Background: an optimization exercise with open tools, aiming at small area, a short achievable clock period and few clock cycles per item. Do not read the settings as production practice. RTL that was checked went through simulation tests only; none was proved equivalent to the original.

==> flow/design.v (excerpt) <==
module gorilla_enc (
    input  wire        clk,
    input  wire        rst,
    input  wire        in_valid,
    output wire        in_ready,
    input  wire [63:0] in_data,
    input  wire        in_first,
    input  wire        in_last,
    input  wire [1:0]  in_wc,
    output wire        out_valid,
    input  wire        out_ready,
    output wire [63:0] out_data,
    output wire        out_last,
    output wire [3:0]  out_nbytes
);
    function automatic [63:0] rev64(input [63:0] v);
        integer j;
        begin
            for (j = 0; j < 64; j = j + 1)
                rev64[j] = v[63-j];
        end
    endfunction
    function automatic [2:0] lzc8(input [7:0] v);
        begin
            lzc8[2] = ~|v[7:4];
            lzc8[1] = lzc8[2] ? ~|v[3:2] : ~|v[7:6];
            lzc8[0] = lzc8[2] ? (lzc8[1] ? ~v[1] : ~v[3]) : (lzc8[1] ? ~v[5] : ~v[7]);
        end
    endfunction
    function automatic [5:0] lzc_bytes(input [7:0] nzb, input [23:0] cb);
        reg [3:0] v2;  reg [15:0] c2;    
        reg [1:0] v3;  reg [9:0]  c3;    
        integer j;
        begin
            for (j = 0; j < 4; j = j + 1) begin
                v2[j] = nzb[2*j] | nzb[2*j+1];
                c2[4*j +: 4] = nzb[2*j] ? {1'b0, cb[6*j +: 3]} : {1'b1, cb[6*j+3 +: 3]};
            end
            for (j = 0; j < 2; j = j + 1) begin
                v3[j] = v2[2*j] | v2[2*j+1];
                c3[5*j +: 5] = v2[2*j] ? {1'b0, c2[8*j +: 4]} : {1'b1, c2[8*j+4 +: 4]};
            end
            lzc_bytes = v3[0] ? {1'b0, c3[4:0]} : {1'b1, c3[9:5]};
        end
    endfunction
    reg  [1:0]  wc_in;       
    reg  [63:0] prev;        
    reg         s1_v;
    reg         s1_first;
    reg         s1_last;
    reg  [1:0]  s1_wc;
    reg  [63:0] s1_x;        
    reg         s1_nz;
    reg  [5:0]  s1_lz;       
    reg  [5:0]  s1_tz;       
    reg         s1_lg;       
    wire [1:0] cur_wc = in_first ? in_wc : wc_in;
    wire m16 = cur_wc != 2'd0;           
    wire m32 = cur_wc[1];                
    wire m64 = cur_wc == 2'd3;           
  ...
export LEC_CHECK = 0
export CAP_MARGIN = 20
export CORE_MARGIN = 2
export CORE_UTILIZATION = 25
export SLEW_MARGIN = 20
create_clock -name core_clock -period 18.0 [get_ports {clk}]
run.sh (not shown) runs the stock make flow with config.mk's settings and CLKGATE_MAP_FILE= SYNTH_SCRIPT=/design/flow/synth_recipe.tcl, a recipe that flattens the netlist after the stock synthesis.
The baseline passed the timing, design-rule and antenna checks.
Testbench counts at the start, summed over its fixed seeds: cycles 18,496, items 18,380.
Edit:
Settings changed: CORE_UTILIZATION 25 to 45, CTS_BUF_LIST set to sky130_fd_sc_hd__clkbuf_8, PLACE_DENSITY set to 0.75.
Result:
- setup slack improved by 0.22 ns
- via count rises by 2.1%
- die area falls by 44%
- core utilization went up by 22 points
Edit:
==> flow/flow/run.sh (new file) <==
#!/bin/bash
# Standard layout, with timing repair aimed below the design's period
# (repair_timing keeps a setup margin) and plain buffers on the ports.
set -e
export SETUP_SLACK_MARGIN=12
export BUFFER_PORTS_ARGS="-buffer_cell sky130_fd_sc_hd__buf_2"
bash standard.sh > standard.log 2>&1
==> flow/standard.sh (new file) <==
#!/bin/bash
# synth_recipe.tcl (not shown) runs the flow's synth.tcl, then flattens the netlist and writes it again
# the make line also repeats each setting of config.mk as NAME=value (left out here)
make -C /OpenROAD-flow-scripts/flow DESIGN_CONFIG=/design/flow/config.mk WORK_HOME=/design/flow/orfs CLKGATE_MAP_FILE= SYNTH_SCRIPT=/design/flow/synth_recipe.tcl "${@:-finish}"
Settings changed: CORE_UTILIZATION 45 to 25, CTS_BUF_LIST sky130_fd_sc_hd__clkbuf_8 to not set, PLACE_DENSITY 0.75 to not set.
removed: flow/run.sh
Result: The changed run completed with no timing, DRC or antenna violations; worst hold slack got worse by 0.0045 ns; cell count goes up by 14%; non-clock buffer count grows by 11; final area climbs by about 0.6%.

* * *

== old ==
Another version of the RTL of gorilla_enc (not shown whole).
Size: about 3,500 cells after synthesis, ~410 flip-flops, about 0.029 sq mm of cells after synthesis.
clock: 18.0 ns
lec_check: 0
cap_margin: 20
core_margin: 2
core_utilization: 25
slew_margin: 20
standard.sh (not shown) runs the stock make flow with config.mk's settings and CLKGATE_MAP_FILE= SYNTH_SCRIPT=/design/flow/synth_recipe.tcl, a recipe that flattens the netlist after the stock synthesis.
==> flow/flow/run.sh <==
#!/bin/bash
# Standard layout, with timing repair aimed below the design's period
# (repair_timing keeps a setup margin) and plain buffers on the ports.
set -e
export SETUP_SLACK_MARGIN=12
export BUFFER_PORTS_ARGS="-buffer_cell sky130_fd_sc_hd__buf_2"
bash standard.sh > standard.log 2>&1
Input-level comparison between new and old:
--- a/flow/flow/run.sh
+++ b/flow/flow/run.sh
@@ -4,3 +4,3 @@
 set -e
-export SETUP_SLACK_MARGIN=12
+export SETUP_SLACK_MARGIN=13
 export BUFFER_PORTS_ARGS="-buffer_cell sky130_fd_sc_hd__buf_2"
In the flow results for old and new, the number of buffers and inverters on the critical path is larger on new.
Share of the clock period used by the worst path after layout for new: 0.71 points down relative to old
Measured against old, the finished layout cell area of new comes out at 1.07 times the reference value.
On number of non-filler instances in the completed layout, the higher figure sits with new, not old.
new ended up with a higher global-route usage than old did.
Going from old to new, total number of nets in the final design grows by about 2.5%.
Cmp new vs old: clock latency on the worst-skew pair lower in new
new ended with every stage complete and zero timing, DRC or antenna violations.
First-iteration DRC count | new below old
In new, the length of routed wiring on met1 came out 860 microns above the value in old.
new ended up with a higher growth of design area from synthesis to finish than old did.
No run of this note included a check of the RTL's function; only the layout flow was run.

* * *

gorilla_enc, a different RTL version from the one above (not shown whole).
Size in the first run: about 4200 cells after synthesis, ~400 flip-flops, about 140 I/O pins, ~0.029 mm2 of cells after synthesis.
Settings: LEC_CHECK=0, ABC_AREA=1, CAP_MARGIN=20, CORE_MARGIN=2, CORE_UTILIZATION=25, SLEW_MARGIN=20; clock period 18.0 ns.
==> flow/flow/run.sh <==
#!/bin/bash
# Standard layout, with timing repair aimed below the design's period
# (repair_timing keeps a setup margin) and plain buffers on the ports.
set -e
export SETUP_SLACK_MARGIN=12.7
export BUFFER_PORTS_ARGS="-buffer_cell sky130_fd_sc_hd__buf_2"
bash standard.sh > standard.log 2>&1
Testbench counts at the start, summed over its fixed seeds: cycles 18,496, items 18,380.
Next try:
--- a/flow/config.mk
+++ b/flow/config.mk
@@ -7,3 +7,2 @@
 export LEC_CHECK = 0
-export ABC_AREA = 1
 export CAP_MARGIN = 20
Worst setup slack loses 0.12 ns.
Maximum frequency came out lower by a few percent.
Area after synthesis came out higher by a few percent.
Wire length is higher by roughly a tenth.
Global-route usage rises by 1.2 points.
Clock skew went up by 0.017 ns.
Die area increases by a few percent.

* * *

== run A ==
Another version of the RTL of gorilla_enc (not shown whole).
For scale: ~3200 cells after synthesis, roughly 400 flip-flops, about 140 I/O pins, about 28000 µm² of cells after synthesis.
clock: 18.0 ns
lec_check: 0
cap_margin: 20
core_margin: 2
core_utilization: 25
slew_margin: 20
==> flow/flow/run.sh <==
#!/bin/bash
# Standard layout, with timing repair aimed below the design's period
# (repair_timing keeps a setup margin) and plain buffers on the ports.
set -e
export SETUP_SLACK_MARGIN=12.4
export BUFFER_PORTS_ARGS="-buffer_cell sky130_fd_sc_hd__buf_2"
bash standard.sh > standard.log 2>&1
The final layout from run A, which completed every stage, passed the timing, design-rule and antenna checks at the end of the flow.
Testbench counts of run A, summed over its fixed seeds: cycles 18,496, items 18,380.
For run B, these inputs were changed with respect to run A:
# run A
export LEC_CHECK = 0
export CAP_MARGIN = 20
export CORE_MARGIN = 2
export CORE_UTILIZATION = 25
export SLEW_MARGIN = 20
create_clock -name core_clock -period 18.0 [get_ports {clk}]
# run B
export LEC_CHECK = 0
export ABC_AREA = 1
export CAP_MARGIN = 20
export CORE_MARGIN = 2
export CORE_UTILIZATION = 25
export SLEW_MARGIN = 20
create_clock -name core_clock -period 18.0 [get_ports {clk}]
diff --git a/flow/flow/run.sh b/flow/flow/run.sh
--- a/flow/flow/run.sh
+++ b/flow/flow/run.sh
@@ -4,3 +4,3 @@
 set -e
-export SETUP_SLACK_MARGIN=12.4
+export SETUP_SLACK_MARGIN=12.85
 export BUFFER_PORTS_ARGS="-buffer_cell sky130_fd_sc_hd__buf_2"
## What came out
- The compound-cell area share of the yosys netlist number comes out higher for run A vs run B.
- Higher final clock period utilization by the worst path among run B and run A: run A
- Clock latency reported for the late side of the worst-skew pair, run B and run A, higher one = run B.
- [compare] base=run A new=run B: buffer and inverter count on the worst path climbed 3, per-cell routed wire length fell by about 20%.
- Final critical path time including I/O delays and setup: higher on run A
- Register-to-register slack | run B above run A
#### Input delta (run C over run B)
# run B
export LEC_CHECK = 0
export ABC_AREA = 1
export CAP_MARGIN = 20
export CORE_MARGIN = 2
export CORE_UTILIZATION = 25
export SLEW_MARGIN = 20
create_clock -name core_clock -period 18.0 [get_ports {clk}]
# run C
export LEC_CHECK = 0
export CAP_MARGIN = 20
export CORE_MARGIN = 2
export CORE_UTILIZATION = 45
export PLACE_DENSITY = 0.7
export SLEW_MARGIN = 20
create_clock -name core_clock -period 18.0 [get_ports {clk}]
diff --git a/flow/flow/run.sh b/flow/flow/run.sh
--- a/flow/flow/run.sh
+++ b/flow/flow/run.sh
@@ -4,3 +4,3 @@
 set -e
-export SETUP_SLACK_MARGIN=12.85
+export SETUP_SLACK_MARGIN=12.7
 export BUFFER_PORTS_ARGS="-buffer_cell sky130_fd_sc_hd__buf_2"
### Flow results
No stage failed in run C, and the final checks on the layout all came back clean.
Measured against each other, run C and run B differ in utilization, the lower figure coming from run B.
Compared with run B, run C shows placer congestion estimate higher by 0.062.
Comparing run C and run B, the lower tightest hold margin was measured on run C.
Final period utilization was higher in the run labelled run C.
| layout-stage area growth over the synthesis result | run C vs run B | 3.7 points lower |
--- input diff run C..run D ---
# run C
export LEC_CHECK = 0
export CAP_MARGIN = 20
export CORE_MARGIN = 2
export CORE_UTILIZATION = 45
export PLACE_DENSITY = 0.7
export SLEW_MARGIN = 20
create_clock -name core_clock -period 18.0 [get_ports {clk}]
# run D
export LEC_CHECK = 0
export CAP_MARGIN = 20
export CORE_MARGIN = 2
export CORE_UTILIZATION = 25
export SLEW_MARGIN = 20
create_clock -name core_clock -period 18.0 [get_ports {clk}]
diff --git a/flow/flow/run.sh b/flow/flow/run.sh
--- a/flow/flow/run.sh
+++ b/flow/flow/run.sh
@@ -4,3 +4,3 @@
 set -e
-export SETUP_SLACK_MARGIN=12.7
+export SETUP_SLACK_MARGIN=13
 export BUFFER_PORTS_ARGS="-buffer_cell sky130_fd_sc_hd__buf_2"
--- outcome ---
- Delta (run D minus run C): worst clock skew lower; effective utilization at floorplan lower; cell area after technology mapping roughly the same.
- [run D] pin slew with the least headroom to its limit fell 0.065 ns relative to run C
- Delta (run D minus run C): number of fillers in the final layout rose 5994; global routing met2 resource utilization decreased by 17 points relative to the old numbers; area of the die went up 51000 µm².
- Comparing the two runs side by side, run D comes out behind run C on wire length of the first global-routing pass.
- Initial antenna violation count ends up higher on run C.
- Cmp run D and run C / fraction of area in multi-input gates / higher: run C

==> port drivers added, routing unchanged <==
The results above use ideal ports. As a check the final layouts listed here were re-extracted and re-timed, cells and wires unchanged.
Step 1: set_driving_cell puts a clkbuf_16 on clk and a buf_2 on each other input, an assumption about the parent block.
Step 2 adds t to the input delays and takes it off the output delays; t is the mean of the earliest and latest rising clock arrival at the registers after step 1. Input paths then give back, and output paths get back, about the clock's delay inside the block.
a / b / c = ideal ports / drivers / drivers and shift; a / b = the first two.
| run | t (ns) | setup slack, ns | worst setup path after step 2 | clock arrival spread, ns | worst slew at a driven data input, ns |
|---|---|---|---|---|---|
| the first run of note 1 | 0.659 | 11.288 / 11.288 / 10.656 | input to register | 0.026 / 0.025 | 0.06 |
| the second run of note 1 | 0.749 | 11.510 / 11.510 / 10.916 | input to register | 0.059 / 0.058 | 0.05 |
| the third run of note 1 | 0.651 | 12.071 / 12.083 / 11.432 | input to register | 0.018 / 0.019 | 0.07 |
| old | 0.674 | 11.983 / 11.914 / 11.614 | input to register | 0.044 / 0.044 | 0.08 |
| new | 0.656 | 12.111 / 12.048 / 12.096 | input to register | 0.032 / 0.032 | 0.08 |
| the first run of note 3 | 0.679 | 12.804 / 12.783 / 12.157 | input to register | 0.040 / 0.040 | 0.06 |
| the second run of note 3 | 0.666 | 12.682 / 12.721 / 12.055 | input to register | 0.058 / 0.058 | 0.09 |
| run A | 0.649 | 12.377 / 12.407 / 11.759 | input to register | 0.033 / 0.033 | 0.08 |
| run B | 0.681 | 12.810 / 12.849 / 12.168 | input to register | 0.021 / 0.021 | 0.06 |
| run C | 0.661 | 12.687 / 12.725 / 12.065 | input to register | 0.035 / 0.035 | 0.10 |
| run D | 0.652 | 12.812 / 12.817 / 12.192 | input to register | 0.028 / 0.028 | 0.08 |
After both steps every run listed still meets setup and hold. The setup slack of the first run of note 3, which loses most, moves by -0.021 ns with the drivers and by -0.647 ns with both steps.
